Background: an optimization exercise with open tools, aiming at small area and a short achievable clock period. Do not read the settings as production practice.
Where RTL was checked, it was by simulation tests only, not by an equivalence proof against the original.
Power is estimated from default activity; no workload was simulated.

==> flow/design.v <==
module daisy_core (
    input  wire       clk,
    input  wire       rst,
    input  wire       op_valid,
    input  wire [3:0] op,
    output wire       cmd_ready,
    output wire       rx_active,
    output wire       hop_request,
    output reg        rdata_valid,
    output wire [7:0] rdata,
    output reg        radio_req,
    output wire       radio_channel,
    output reg        sink_byte_valid,
    output wire [7:0] sink_byte,
    output reg        sink_commit,
    output reg        sink_begin,
    output wire       sink_begin_chan
);
    localparam [2:0] PH_OFF      = 3'd0;
    localparam [2:0] PH_WAITPRE  = 3'd2;
    localparam [2:0] PH_WAITSTA  = 3'd3;
    localparam [2:0] PH_PREFETCH = 3'd4;
    localparam [2:0] PH_PAYLOAD  = 3'd5;
    localparam [2:0] PH_HOP      = 3'd6;
    localparam [2:0] ERR_NONE    = 3'd0;
    localparam [2:0] ERR_NOSTART = 3'd1;
    localparam [2:0] ERR_STUFF   = 3'd2;
    localparam [2:0] ERR_NOEND   = 3'd3;
    localparam [2:0] ERR_CRC     = 3'd4;
    localparam [15:0] CRC_POLY     = 16'h8408;
    localparam [15:0] CRC_RESIDUAL = 16'hF0B8;
    reg [2:0]  phase;
    reg [15:0] win;
    reg [9:0]  cnt;
    reg [7:0]  acc;
    reg [15:0] crc;
    reg        prev_e;
    reg        chan;
    reg [2:0]  err;
    reg [5:0]  tag;
    reg        busy;       
    reg [1:0]  rsel;       
    reg [2:0]  phase_n;
    reg [15:0] win_n;
    reg [9:0]  cnt_n;
    reg [7:0]  acc_n;
    reg [15:0] crc_n;
    reg        prev_e_n;
    reg        chan_n;
    reg [2:0]  err_n;
    reg [5:0]  tag_n;
    reg        busy_n;
    reg        rdata_valid_n, radio_req_n, sink_byte_valid_n, sink_commit_n, sink_begin_n;
    reg        d, b, stuff_due, do_reset;
    reg [15:0] crc_s;
    wire err_taken = rdata_valid & (rsel == 2'b11);
    assign cmd_ready       = ~busy;
    assign rx_active       = (phase != PH_OFF);
    assign hop_request     = (phase == PH_HOP) & ~busy;
    assign radio_channel   = chan;
    assign sink_begin_chan = chan;
    assign sink_byte       = acc;
    reg [5:0] rd;
    always @* begin
        case (rsel)
            2'b00:   rd = {3'd0, phase};
            2'b01:   rd = {5'd0, chan};
            2'b10:   rd = tag;
            default: rd = {3'd0, err};
        endcase
    end
    assign rdata = {2'b00, rd};
    always @* begin
        phase_n  = phase;
        win_n    = win;
        cnt_n    = cnt;
        acc_n    = acc;
        crc_n    = crc;
        prev_e_n = prev_e;
        chan_n   = chan;
        err_n    = err_taken ? ERR_NONE : err;
        tag_n    = tag;
        busy_n   = busy;
        rdata_valid_n     = 1'b0;
        radio_req_n       = 1'b0;
        sink_byte_valid_n = 1'b0;
        sink_commit_n     = 1'b0;
        sink_begin_n      = 1'b0;
        d         = ~(prev_e ^ op[0]);
        b         = win[8];
        stuff_due = &win[7:3];
        do_reset  = 1'b0;
        crc_s     = {1'b0, crc[15:1]} ^ ((b ^ crc[0]) ? CRC_POLY : 16'h0000);
        if (op_valid) begin
            if (op[3:1] == 3'b000) begin
                prev_e_n = op[0];
                win_n    = {d, win[15:1]};
                case (phase)
                    PH_WAITPRE: begin
                        cnt_n = cnt + 10'd1;
                        if (win_n == 16'h5555 && cnt >= 10'd15) begin
                            cnt_n   = 10'd0;
                            phase_n = PH_WAITSTA;
                        end else if (cnt >= 10'd5 && d == win[15]) begin
                            phase_n = PH_HOP;
                        end
                    end
                    PH_WAITSTA: begin
                        cnt_n = cnt + 10'd1;
                        if (win_n[15:8] == 8'h7E) begin
                            cnt_n   = 10'd0;
                            phase_n = PH_PREFETCH;
                        end else if (cnt[3:0] == 4'd15) begin
                            err_n    = ERR_NOSTART;
                            do_reset = 1'b1;
                        end
                    end
                    PH_PREFETCH: begin
                        cnt_n = cnt + 10'd1;
                        if (cnt[2:0] == 3'd7) begin
                            tag_n   = win_n[15:10];
                            cnt_n   = 10'd0;
                            crc_n   = 16'hFFFF;
                            phase_n = PH_PAYLOAD;
                        end
                    end
                    PH_PAYLOAD: begin
                        if (stuff_due && b) begin
                            err_n    = ERR_STUFF;
                            do_reset = 1'b1;
                        end else begin
                            if (!stuff_due) begin
                                acc_n = {b, acc[7:1]};
                                crc_n = crc_s;
                                cnt_n = cnt + 10'd1;
                                if (cnt[2:0] == 3'd7)
                                    sink_byte_valid_n = 1'b1;
                            end
                            if (win_n[15:8] == 8'h7E) begin
                                if (crc_n != CRC_RESIDUAL)
                                    err_n = ERR_CRC;
                                else
                                    sink_commit_n = 1'b1;
                                do_reset = 1'b1;
                            end else if (!stuff_due && cnt == 10'd1020) begin
                                err_n    = ERR_NOEND;
                                do_reset = 1'b1;
                            end
                        end
                    end
                    default: begin
                    end
                endcase
            end else if (op == 4'h5) begin
                if (busy) begin
                    do_reset = 1'b1;
                    busy_n   = 1'b0;
                end
            end else if (!busy) begin
                case (op)
                    4'h2: begin
                        radio_req_n = 1'b1;
                        busy_n      = 1'b1;
                    end
                    4'h3: begin
                        phase_n = PH_OFF;
                    end
                    4'h4: begin
                        if (phase == PH_HOP) begin
                            chan_n      = ~chan;
                            radio_req_n = 1'b1;
                            busy_n      = 1'b1;
                        end
                    end
                    4'h8, 4'h9, 4'hA: begin
                        rdata_valid_n = 1'b1;
                    end
                    4'hB: begin
                        rdata_valid_n = 1'b1;
                        err_n         = err_taken ? ERR_NONE : err;
                    end
                    default: begin
                    end
                endcase
            end
        end
        if (do_reset) begin
            cnt_n        = 10'd0;
            phase_n      = PH_WAITPRE;
            sink_begin_n = 1'b1;
        end
    end
    always @(posedge clk) begin
        win  <= win_n;
        cnt  <= cnt_n;
        acc  <= acc_n;
        crc  <= crc_n;
        rsel <= op[1:0];
        if (rst) begin
            phase           <= PH_OFF;
            prev_e          <= 1'b0;
            chan            <= 1'b0;
            err             <= ERR_NONE;
            tag             <= 6'd0;
            busy            <= 1'b0;
            rdata_valid     <= 1'b0;
            radio_req       <= 1'b0;
            sink_byte_valid <= 1'b0;
            sink_commit     <= 1'b0;
            sink_begin      <= 1'b0;
        end else begin
            phase           <= phase_n;
            prev_e          <= prev_e_n;
            chan            <= chan_n;
            err             <= err_n;
            tag             <= tag_n;
            busy            <= busy_n;
            rdata_valid     <= rdata_valid_n;
            radio_req       <= radio_req_n;
            sink_byte_valid <= sink_byte_valid_n;
            sink_commit     <= sink_commit_n;
            sink_begin      <= sink_begin_n;
        end
    end
endmodule
make LEC_CHECK=0 CAP_MARGIN=20 CORE_MARGIN=2 CORE_UTILIZATION=40 SETUP_SLACK_MARGIN=1.5 SLEW_MARGIN=20 finish   # period 3.5 ns
run.sh (not shown) runs the stock make flow with config.mk's settings and CLKGATE_MAP_FILE= SYNTH_SCRIPT=/design/flow/synth_recipe.tcl, a recipe that flattens the netlist after the stock synthesis.
Then changed:
--- a/flow/design.v
+++ b/flow/design.v
@@ -2,11 +2,11 @@
     input  wire       clk,
     input  wire       rst,
     input  wire       op_valid,
     input  wire [3:0] op,
-    output wire       cmd_ready,
-    output wire       rx_active,
-    output wire       hop_request,
+    output reg        cmd_ready,
+    output reg        rx_active,
+    output reg        hop_request,
     output reg        rdata_valid,
     output wire [7:0] rdata,
     output reg        radio_req,
     output wire       radio_channel,
@@ -37,10 +37,9 @@
     reg        prev_e;
     reg        chan;
     reg [2:0]  err;
     reg [5:0]  tag;
-    reg        busy;       
-    reg [1:0]  rsel;       
+    reg [5:0]  rd;
     reg [2:0]  phase_n;
     reg [15:0] win_n;
     reg [9:0]  cnt_n;
     reg [7:0]  acc_n;
@@ -48,45 +47,39 @@
     reg        prev_e_n;
     reg        chan_n;
     reg [2:0]  err_n;
     reg [5:0]  tag_n;
-    reg        busy_n;
+    reg [5:0]  rd_n;
+    reg        ready_n;
     reg        rdata_valid_n, radio_req_n, sink_byte_valid_n, sink_commit_n, sink_begin_n;
     reg        d, b, stuff_due, do_reset;
     reg [15:0] crc_s;
-    wire err_taken = rdata_valid & (rsel == 2'b11);
-    assign cmd_ready       = ~busy;
-    assign rx_active       = (phase != PH_OFF);
-    assign hop_request     = (phase == PH_HOP) & ~busy;
+    assign rdata           = {2'b00, rd};
     assign radio_channel   = chan;
     assign sink_begin_chan = chan;
     assign sink_byte       = acc;
-    reg [5:0] rd;
-    always @* begin
-        case (rsel)
-            2'b00:   rd = {3'd0, phase};
-            2'b01:   rd = {5'd0, chan};
-            2'b10:   rd = tag;
-            default: rd = {3'd0, err};
-        endcase
-    end
-    assign rdata = {2'b00, rd};
     always @* begin
         phase_n  = phase;
         win_n    = win;
         cnt_n    = cnt;
         acc_n    = acc;
         crc_n    = crc;
         prev_e_n = prev_e;
         chan_n   = chan;
-        err_n    = err_taken ? ERR_NONE : err;
+        err_n    = err;
         tag_n    = tag;
-        busy_n   = busy;
+        ready_n  = cmd_ready;
         rdata_valid_n     = 1'b0;
         radio_req_n       = 1'b0;
         sink_byte_valid_n = 1'b0;
         sink_commit_n     = 1'b0;
         sink_begin_n      = 1'b0;
+        case (op[1:0])
+            2'b00:   rd_n = {3'd0, phase};
+            2'b01:   rd_n = {5'd0, chan};
+            2'b10:   rd_n = tag;
+            default: rd_n = {3'd0, err};
+        endcase
         d         = ~(prev_e ^ op[0]);
         b         = win[8];
         stuff_due = &win[7:3];
         do_reset  = 1'b0;
@@ -151,34 +144,34 @@
                     default: begin
                     end
                 endcase
             end else if (op == 4'h5) begin
-                if (busy) begin
+                if (!cmd_ready) begin
                     do_reset = 1'b1;
-                    busy_n   = 1'b0;
+                    ready_n  = 1'b1;
                 end
-            end else if (!busy) begin
+            end else if (cmd_ready) begin
                 case (op)
                     4'h2: begin
                         radio_req_n = 1'b1;
-                        busy_n      = 1'b1;
+                        ready_n     = 1'b0;
                     end
                     4'h3: begin
                         phase_n = PH_OFF;
                     end
                     4'h4: begin
                         if (phase == PH_HOP) begin
                             chan_n      = ~chan;
                             radio_req_n = 1'b1;
-                            busy_n      = 1'b1;
+                            ready_n     = 1'b0;
                         end
                     end
                     4'h8, 4'h9, 4'hA: begin
                         rdata_valid_n = 1'b1;
                     end
                     4'hB: begin
                         rdata_valid_n = 1'b1;
-                        err_n         = err_taken ? ERR_NONE : err;
+                        err_n         = ERR_NONE;
                     end
                     default: begin
                     end
                 endcase
@@ -194,16 +187,18 @@
         win  <= win_n;
         cnt  <= cnt_n;
         acc  <= acc_n;
         crc  <= crc_n;
-        rsel <= op[1:0];
+        rd   <= rd_n;
         if (rst) begin
             phase           <= PH_OFF;
             prev_e          <= 1'b0;
             chan            <= 1'b0;
             err             <= ERR_NONE;
             tag             <= 6'd0;
-            busy            <= 1'b0;
+            cmd_ready       <= 1'b1;
+            rx_active       <= 1'b0;
+            hop_request     <= 1'b0;
             rdata_valid     <= 1'b0;
             radio_req       <= 1'b0;
             sink_byte_valid <= 1'b0;
             sink_commit     <= 1'b0;
@@ -213,9 +208,11 @@
             prev_e          <= prev_e_n;
             chan            <= chan_n;
             err             <= err_n;
             tag             <= tag_n;
-            busy            <= busy_n;
+            cmd_ready       <= ready_n;
+            rx_active       <= (phase_n != PH_OFF);
+            hop_request     <= (phase_n == PH_HOP) & ready_n;
             rdata_valid     <= rdata_valid_n;
             radio_req       <= radio_req_n;
             sink_byte_valid <= sink_byte_valid_n;
             sink_commit     <= sink_commit_n;
Combinational power went down by 28%.
Critical path depth went up by 4.
Design area went down by 3.0%.
Flip-flop and latch count went up by 6.
Power went down by 3.9%.
Final cell count went down by 2.4%.
Count of clock-buffer cells in the layout went up by 2.
Synthesized cell count went down by 1.1%.
For the second run of this note, only the layout was checked, not whether the RTL still works.

---

## fjord
daisy_core, a different RTL version from the one above (not shown whole).
For scale: roughly 0.0036 sq mm of cells after synthesis.
Design daisy_core, start of the top module:
module daisy_core (
    input  wire       clk,
    input  wire       rst,
    input  wire       op_valid,
    input  wire [3:0] op,
    output reg        cmd_ready,
    output reg        rx_active,
    output reg        hop_request,
    output reg        rdata_valid,
    output wire [7:0] rdata,
    output reg        radio_req,
    output wire       radio_channel,
    output reg        sink_byte_valid,
    output wire [7:0] sink_byte,
    output reg        sink_commit,
    output reg        sink_begin,
    output wire       sink_begin_chan
);
    localparam [2:0] PH_OFF      = 3'd0;
    localparam [2:0] PH_WAITPRE  = 3'd2;
    localparam [2:0] PH_WAITSTA  = 3'd3;
    localparam [2:0] PH_PREFETCH = 3'd4;
    localparam [2:0] PH_PAYLOAD  = 3'd5;
    localparam [2:0] PH_HOP      = 3'd6;
    localparam [2:0] ERR_NONE    = 3'd0;
    localparam [2:0] ERR_NOSTART = 3'd1;
    localparam [2:0] ERR_STUFF   = 3'd2;
    localparam [2:0] ERR_NOEND   = 3'd3;
    localparam [2:0] ERR_CRC     = 3'd4;
    reg [2:0]  phase;
    reg [15:0] win;
    reg [9:0]  cnt;
    reg [7:0]  acc;
    reg [15:0] crc;
    reg        flag_r, stuff_r;    
    reg        prev_e;
    reg        chan;
    reg [2:0]  err;
    reg [5:0]  tag;
    reg [5:0]  rd;
    assign rdata           = {2'b00, rd};
    assign radio_channel   = chan;
    assign sink_begin_chan = chan;
    assign sink_byte       = acc;
  ...
==> flow/config.mk <==
export PLATFORM = sky130hd
export DESIGN_NAME = daisy_core
export DESIGN_NICKNAME = daisy_core
export VERILOG_FILES = /design/flow/design.v
export SDC_FILE = /design/flow/constraint.sdc
export NUM_CORES = 4
export LEC_CHECK = 0
export CAP_MARGIN = 20
export CORE_MARGIN = 2
export CORE_UTILIZATION = 40
export SETUP_SLACK_MARGIN = 1.6
export SLEW_MARGIN = 20
==> flow/constraint.sdc <==
create_clock -name core_clock -period 3.5 [get_ports {clk}]
set_input_delay 0.7000 -clock core_clock [delete_from_list [all_inputs] [get_ports {clk}]]
set_output_delay 0.7000 -clock core_clock [all_outputs]
set_load 0.01 [all_outputs]
standard.sh (not shown) runs the stock make flow with config.mk's settings and CLKGATE_MAP_FILE= SYNTH_SCRIPT=/design/flow/synth_recipe.tcl, a recipe that flattens the netlist after the stock synthesis.
==> flow/flow/run.sh <==
#!/bin/bash
# ORFS layout through the standard.sh, with these changes:
#  - synthesis may not use the slow many-input OR / NOR cells (added to the
#    platform's don't-use list);
#  - ports are buffered with buf_4 instead of the smallest buffer the resizer picks;
#  - timing repair may swap a cell for one with another footprint.
# Each tool's output goes to a log file of its own in this folder.
set -euo pipefail
BASE=$(make -s -C "$FLOW_HOME" DESIGN_CONFIG="$PWD/config.mk" WORK_HOME="$PWD/orfs" print-DONT_USE_CELLS 2>/dev/null \
       | sed -n 's/^DONT_USE_CELLS: //p' | tail -1)
SLOW=""
for c in or3_1 or3_2 or3_4 or3b_1 or3b_2 or3b_4 or4_1 or4_2 or4_4 or4b_1 or4b_2 or4b_4 \
         or4bb_1 or4bb_2 or4bb_4 nor4_1 nor4_2 nor4_4 nor4b_1 nor4b_2 nor4b_4 nor4bb_1 nor4bb_2 nor4bb_4; do
  SLOW="$SLOW sky130_fd_sc_hd__$c"
done
echo "DONT_USE_CELLS=$BASE $SLOW" > dont_use.log
bash standard.sh "DONT_USE_CELLS=$BASE $SLOW" synth > synth.log 2>&1
bash standard.sh "DONT_USE_CELLS=$BASE $SLOW" MATCH_CELL_FOOTPRINT=0 \
  "BUFFER_PORTS_ARGS=-buffer_cell sky130_fd_sc_hd__buf_4" finish > layout.log 2>&1
Relative to fjord, the following input files were edited for juniper:
--- a/flow/design.v
+++ b/flow/design.v
@@ -1,62 +1,56 @@
 module dc_cond (
     input  wire [2:0]  phase,
     input  wire [15:0] win,
     input  wire [9:0]  cnt,
     input  wire [15:0] crc,
     input  wire        prev_e,
-    input  wire        flag_r,         
-    input  wire        stuff_r,        
-    output wire        flag_nx,        
-    output wire        stuff_nx,       
     output wire        wp, ws, pf, pl, in_hop,
     output wire        fl0, fl1,       
     output wire        pr0, pr1,       
     output wire        hc0, hc1,       
     output wire        nostart,        
     output wire        stuff_err,      
     output wire        noend,          
     output wire        take,           
     output wire        pf_end,         
     output wire        byte_end,       
     output wire        crc_ok,         
     output wire        cnt_en,         
     output wire [9:0]  cnt_inc,
     output wire [15:0] crc_s
 );
     localparam [15:0] CRC_POLY     = 16'h8408;
     localparam [15:0] CRC_RESIDUAL = 16'hF0B8;
     assign wp     = (phase == 3'd2);
     assign ws     = (phase == 3'd3);
     assign pf     = (phase == 3'd4);
     assign pl     = (phase == 3'd5);
     assign in_hop = (phase == 3'd6);
     wire b         = win[8];
-    wire stuff_due = stuff_r;
+    wire stuff_due = &win[7:3];
     wire c7        = (cnt[2:0] == 3'd7);
-    wire flag_w = flag_r;
-    wire pre_w  = (win[15:1] == 15'h5555) & (cnt[4] | (cnt[3:0] == 4'd15));
-    wire hop_w  = cnt[4] | cnt[3] | (cnt[2] & (cnt[1] | cnt[0]));
-    assign flag_nx  = (win[15:10] == 6'b111110);
-    assign stuff_nx = &win[8:4];
+    wire flag_w = (win[15:9] == 7'b1111110);
+    wire pre_w  = (win[15:1] == 15'h5555) & (cnt >= 10'd15);
+    wire hop_w  = (cnt >= 10'd5);
     assign fl0 = flag_w & prev_e;
     assign fl1 = flag_w & ~prev_e;
     assign pr0 = pre_w & prev_e;
     assign pr1 = pre_w & ~prev_e;
     assign hc0 = hop_w & (~prev_e == win[15]);
     assign hc1 = hop_w & (prev_e == win[15]);
     assign nostart   = ws & (cnt[3:0] == 4'd15);
     assign stuff_err = pl & stuff_due & b;
     assign take      = pl & ~stuff_due;
-    assign noend     = take & (&cnt[9:2]);
+    assign noend     = take & (cnt == 10'd1020);
     assign pf_end    = pf & c7;
     assign byte_end  = take & c7;
     assign crc_s     = {1'b0, crc[15:1]} ^ ((b ^ crc[0]) ? CRC_POLY : 16'h0000);
     assign crc_ok    = stuff_due ? (crc == CRC_RESIDUAL) : (crc_s == CRC_RESIDUAL);
     assign cnt_en    = wp | ws | pf | take;
     assign cnt_inc   = cnt + 10'd1;
 endmodule
 module daisy_core (
     input  wire       clk,
     input  wire       rst,
     input  wire       op_valid,
     input  wire [3:0] op,
@@ -80,42 +74,39 @@
     localparam [2:0] PH_PAYLOAD  = 3'd5;
     localparam [2:0] PH_HOP      = 3'd6;
     localparam [2:0] ERR_NONE    = 3'd0;
     localparam [2:0] ERR_NOSTART = 3'd1;
     localparam [2:0] ERR_STUFF   = 3'd2;
     localparam [2:0] ERR_NOEND   = 3'd3;
     localparam [2:0] ERR_CRC     = 3'd4;
     reg [2:0]  phase;
     reg [15:0] win;
     reg [9:0]  cnt;
     reg [7:0]  acc;
     reg [15:0] crc;
-    reg        flag_r, stuff_r;    
     reg        prev_e;
     reg        chan;
     reg [2:0]  err;
     reg [5:0]  tag;
     reg [5:0]  rd;
     assign rdata           = {2'b00, rd};
     assign radio_channel   = chan;
     assign sink_begin_chan = chan;
     assign sink_byte       = acc;
     wire        wp, ws, pf, pl, in_hop, fl0, fl1, pr0, pr1, hc0, hc1;
     wire        nostart, stuff_err, noend, take, pf_end, byte_end, crc_ok, cnt_en;
     wire [9:0]  cnt_inc;
     wire [15:0] crc_s;
-    wire        flag_nx, stuff_nx;
     dc_cond u_cond (
         .phase(phase), .win(win), .cnt(cnt), .crc(crc), .prev_e(prev_e),
-        .flag_r(flag_r), .stuff_r(stuff_r), .flag_nx(flag_nx), .stuff_nx(stuff_nx),
         .wp(wp), .ws(ws), .pf(pf), .pl(pl), .in_hop(in_hop),
         .fl0(fl0), .fl1(fl1), .pr0(pr0), .pr1(pr1), .hc0(hc0), .hc1(hc1),
         .nostart(nostart), .stuff_err(stuff_err), .noend(noend), .take(take),
         .pf_end(pf_end), .byte_end(byte_end), .crc_ok(crc_ok), .cnt_en(cnt_en),
         .cnt_inc(cnt_inc), .crc_s(crc_s)
     );
     wire e      = op[0];
     wire is_bit = op_valid & (op[3:1] == 3'b000);
     wire done   = op_valid & (op == 4'h5) & ~cmd_ready;    
     wire task_  = op_valid & cmd_ready;
     wire start  = task_ & (op == 4'h2);
     wire stop   = task_ & (op == 4'h3);
@@ -140,26 +131,24 @@
         if (rs)             bphase = PH_WAITPRE;
         berr = err;
         if (nostart & ~fl)  berr = ERR_NOSTART;
         if (stuff_err)      berr = ERR_STUFF;
         else if (pl & fl)   berr = crc_ok ? err : ERR_CRC;
         else if (noend)     berr = ERR_NOEND;
     end
     wire [2:0] phase_n = is_bit ? bphase : done ? PH_WAITPRE : stop ? PH_OFF : phase;
     wire       ready_n = done | (cmd_ready & ~(start | serv));
     always @(posedge clk) begin
         if (is_bit) begin
             win    <= {d, win[15:1]};
-            flag_r  <= d & flag_nx;
-            stuff_r <= stuff_nx;
             prev_e <= e;
         end
         if (is_bit & take) acc <= {win[8], acc[7:1]};
         if (is_bit & (take | pf_end)) crc <= pf_end ? 16'hFFFF : crc_s;
         if ((is_bit & clr) | done)  cnt <= 10'd0;
         else if (is_bit & cnt_en)   cnt <= cnt_inc;
         case (op[1:0])
             2'b00:   rd <= {3'd0, phase};
             2'b01:   rd <= {5'd0, chan};
             2'b10:   rd <= tag;
             default: rd <= {3'd0, err};
         endcase
[summary]
Summary — post-route clock period utilization, juniper relative to fjord: higher, by 0.21 points. CTS clock-pin slew for the worst setup and hold paths across juniper and fjord: no real change. juniper: first-pass detailed-route iteration total higher than fjord. The routed length per placed instance of juniper falls short of that of fjord by 2.8%. Core utilization of the finished layout sits lower in juniper than in fjord. juniper — placed wire-length estimate after detailed placement 170 um lower, fjord as reference. Start-to-end type of the worst setup path = primary input to flip-flop: juniper; start-to-end type of the worst setup path = flip-flop to flip-flop: fjord. juniper vs fjord on share of cell area taken by muxes after synthesis: juniper is the lower one. Total met3 wirelength after detailed routing ended up 1.3% higher on juniper than on fjord. juniper ends up with a final wirelength that is about 9% lower than in fjord. Overall power of the completed layout shrinks by a few percent when moving from fjord to juniper. Maximum frequency on juniper is behind fjord. When juniper is set beside fjord, its number of sequential cells turns out to be about 2.5% smaller.
No functional check of the RTL was part of fjord.

[static timing again, ports no longer ideal]
In the flow no input, the clock included, has a driving cell. The finished layouts below were timed again as built, in two steps. Step 1 sets driving cells, clkbuf_16 on the clock port and buf_2 on the other inputs (assumed; they add their load-dependent delay and slew). Step 2, shift: input delay + t, output delay - t, t = (earliest + latest rising clock arrival at the registers) / 2. This alone moves slack from input paths to output paths. Three values: ideal, step 1, step 2; two values: the first two.
run	shift t [ns]	setup WS [ns]	worst setup path after step 2
the first run of note 1	0.384	1.408 / 1.411 / 1.027	input to register
the second run of note 1	0.365	1.370 / 1.365 / 1.000	input to register
fjord	0.386	1.603 / 1.603 / 1.254	input to register
juniper	0.379	1.595 / 1.606 / 1.227	input to register
After both steps setup and hold are still met in every run listed. For the first run of note 1, which loses most, drivers alone change the setup slack by +0.003 ns; drivers and shift together by -0.381 ns.
